Background: an optimization exercise with open tools, aiming at small area. Do not read the settings as production practice.
In this exercise RTL edits were held to simulation tests only and were not proved equivalent to the original.
Power figures rest on the tool's default switching activity, not on a simulated workload.

## job 842
// ws_i2c
module ws_i2c #(
    parameter [6:0] I2C_ADDR = 7'h50
) (
    input  wire       clk,
    input  wire       rst,           
    input  wire [2:0] pins,
    input  wire       adc_eoc,
    input  wire [7:0] adc_drl,
    input  wire [7:0] adc_drh,
    output wire       adc_ch,
    output wire       adc_en,
    output wire       adc_start,
    input  wire       scl,           
    input  wire       sda,           
    output wire       sda_oe,        
    output wire       host_ready
);
Size: ~610 cells after synthesis, about 170 flip-flops, about 29 I/O pins, about 6700 um2 of cells after synthesis.
==> flow/config.mk <==
export PLATFORM = sky130hd
export DESIGN_NAME = ws_i2c
export DESIGN_NICKNAME = ws_i2c
export VERILOG_FILES = /design/flow/design.v
export SDC_FILE = /design/flow/constraint.sdc
export NUM_CORES = 4
export LEC_CHECK = 0
export CAP_MARGIN = 20
export CORE_MARGIN = 2
export CORE_UTILIZATION = 40
export SLEW_MARGIN = 20
==> flow/constraint.sdc <==
create_clock -name core_clock -period 10.0 [get_ports {clk}]
set_input_delay 2.0000 -clock core_clock [delete_from_list [all_inputs] [get_ports {clk}]]
set_output_delay 2.0000 -clock core_clock [all_outputs]
set_load 0.01 [all_outputs]
standard.sh (not shown) runs the stock make flow with config.mk's settings and CLKGATE_MAP_FILE= SYNTH_SCRIPT=/design/flow/synth_recipe.tcl, a recipe that flattens the netlist after the stock synthesis.
==> flow/flow/run.sh <==
#!/bin/bash
# Standard layout, with the port buffers as buf_1 and a clock tree without dummy loads.
set -euo pipefail
export BUFFER_PORTS_ARGS="-buffer_cell sky130_fd_sc_hd__buf_1"
export CTS_ARGS='-sink_clustering_enable -repair_clock_nets -dont_use_dummy_load -buf_list {sky130_fd_sc_hd__clkbuf_4 sky130_fd_sc_hd__clkbuf_8} -sink_clustering_size 30 -sink_clustering_max_diameter 80'
bash standard.sh > standard.log 2>&1
Changes in job 3626 relative to job 842:
Settings: CTS_CLUSTER_DIAMETER now 60, previously not set; CORE_UTILIZATION now 65, was 40; CTS_BUF_LIST now sky130_fd_sc_hd__clkbuf_4 sky130_fd_sc_hd__clkbuf_8, previously not set; CTS_CLUSTER_SIZE now 30, previously not set.
==> flow/run.sh (new file) <==
#!/bin/bash
# synth_recipe.tcl (not shown) runs the flow's synth.tcl, then flattens the netlist and writes it again
# the make line also repeats each setting of config.mk as NAME=value (left out here)
make -C /OpenROAD-flow-scripts/flow DESIGN_CONFIG=/design/flow/config.mk WORK_HOME=/design/flow/orfs CLKGATE_MAP_FILE= SYNTH_SCRIPT=/design/flow/synth_recipe.tcl finish
removed: flow/flow/run.sh
removed: flow/standard.sh
Lower shortest period the worst path allows was reported by job 842, not job 3626.
Job 3626 — register fraction of the total cell area 1.3 points lower, job 842 as reference
In terms of routed wire length, job 3626 and job 842 differ only marginally.
Diff job 842..job 3626 | sequential power | negligible
Going from job 842 to job 3626, the clock network power share was found to have gone up by 6.8 points.
Job 3626 against job 842: combinational gate power picked up an extra about 10%, switching share of power increased 0.76 points, HPWL reported at the end of detailed placement -540 um.
Delta (job 3626 minus job 842): fmax decreased by about 8% relative to the old numbers; design area went up 2.5%; cell count decreased by 73 relative to the old numbers.
#### Input delta (job 3506 over job 3626)
Settings: CTS_CLUSTER_DIAMETER no longer set, was 60; CORE_UTILIZATION now 40, was 65; CTS_BUF_LIST no longer set, was sky130_fd_sc_hd__clkbuf_4 sky130_fd_sc_hd__clkbuf_8; CTS_CLUSTER_SIZE no longer set, was 30.
==> flow/flow/run.sh (new file) <==
#!/bin/bash
# Standard layout, with the port buffers as buf_1 and a clock tree without dummy loads.
set -euo pipefail
export BUFFER_PORTS_ARGS="-buffer_cell sky130_fd_sc_hd__buf_1"
export CTS_ARGS='-sink_clustering_enable -repair_clock_nets -dont_use_dummy_load -buf_list sky130_fd_sc_hd__clkbuf_8 -sink_clustering_size 30 -sink_clustering_max_diameter 80 -sink_clustering_levels 1 -balance_levels'
bash standard.sh > standard.log 2>&1
==> flow/standard.sh (new file) <==
#!/bin/bash
# synth_recipe.tcl (not shown) runs the flow's synth.tcl, then flattens the netlist and writes it again
# the make line also repeats each setting of config.mk as NAME=value (left out here)
make -C /OpenROAD-flow-scripts/flow DESIGN_CONFIG=/design/flow/config.mk WORK_HOME=/design/flow/orfs CLKGATE_MAP_FILE= SYNTH_SCRIPT=/design/flow/synth_recipe.tcl "${@:-finish}"
removed: flow/run.sh
==> summary.txt <==
Job 3506 has completed all stages; timing, DRC and antenna checks passed.
Going from job 3626 to job 3506, tap cell instance count went up 87, met1 demand-to-capacity share in global routing shows a reduction of 15 points.
Re global-route usage: job 3506 and job 3626 aren't equal, and the higher value belongs to job 3626.
Number of placement rows: lower on job 3626
[inputs] job 9531 vs job 3506
==> flow/flow/run.sh <==
#!/bin/bash
# Standard layout, with the port buffers as buf_1 and a clock tree without dummy loads.
set -euo pipefail
export BUFFER_PORTS_ARGS="-buffer_cell sky130_fd_sc_hd__buf_1"
export CTS_ARGS="-sink_clustering_enable -repair_clock_nets -dont_use_dummy_load -buf_list sky130_fd_sc_hd__clkbuf_8 -sink_clustering_size 30 -sink_clustering_max_diameter 80"
bash standard.sh > standard.log 2>&1
==> summary.txt <==
| area added between synthesis and finish | job 3506 vs job 9531 | ≈ equal |
Job 3506 -> job 9531: portion of total power attributed to combinational logic flat
Reported for job 9531 and job 3506, count of clock-buffer cells in the layout turned out identical to the last digit.

[re-timing with driven ports]
The flow's constraints put no driver on any port. The routed layouts listed below were extracted and timed again, unchanged, in two steps.
Step 1 sets driving cells, clkbuf_16 on the clock port and buf_2 on the other inputs (assumed; they add their load-dependent delay and slew).
Step 2 adds t to the input delays and takes it off the output delays; t is the mean of the earliest and latest rising clock arrival at the registers after step 1. Input paths then give back, and output paths get back, about the clock's delay inside the block.
Slacks: no drivers / after step 1 / after step 2; pairs: no drivers / after step 1.
run | shift t [ns] | setup WS [ns] | latest minus earliest clock arrival (ns) | worst slew at a driven data input, ns
job 842 | 0.479 | 4.905 / 4.867 / 5.345 | 0.055 / 0.055 | 0.03
job 3626 | 0.491 | 4.466 / 4.432 / 4.923 | 0.013 / 0.012 | 0.05
job 3506 | 0.479 | 4.905 / 4.867 / 5.345 | 0.055 / 0.055 | 0.03
job 9531 | 0.479 | 4.905 / 4.867 / 5.345 | 0.055 / 0.055 | 0.03
After both steps every run listed still meets setup and hold.
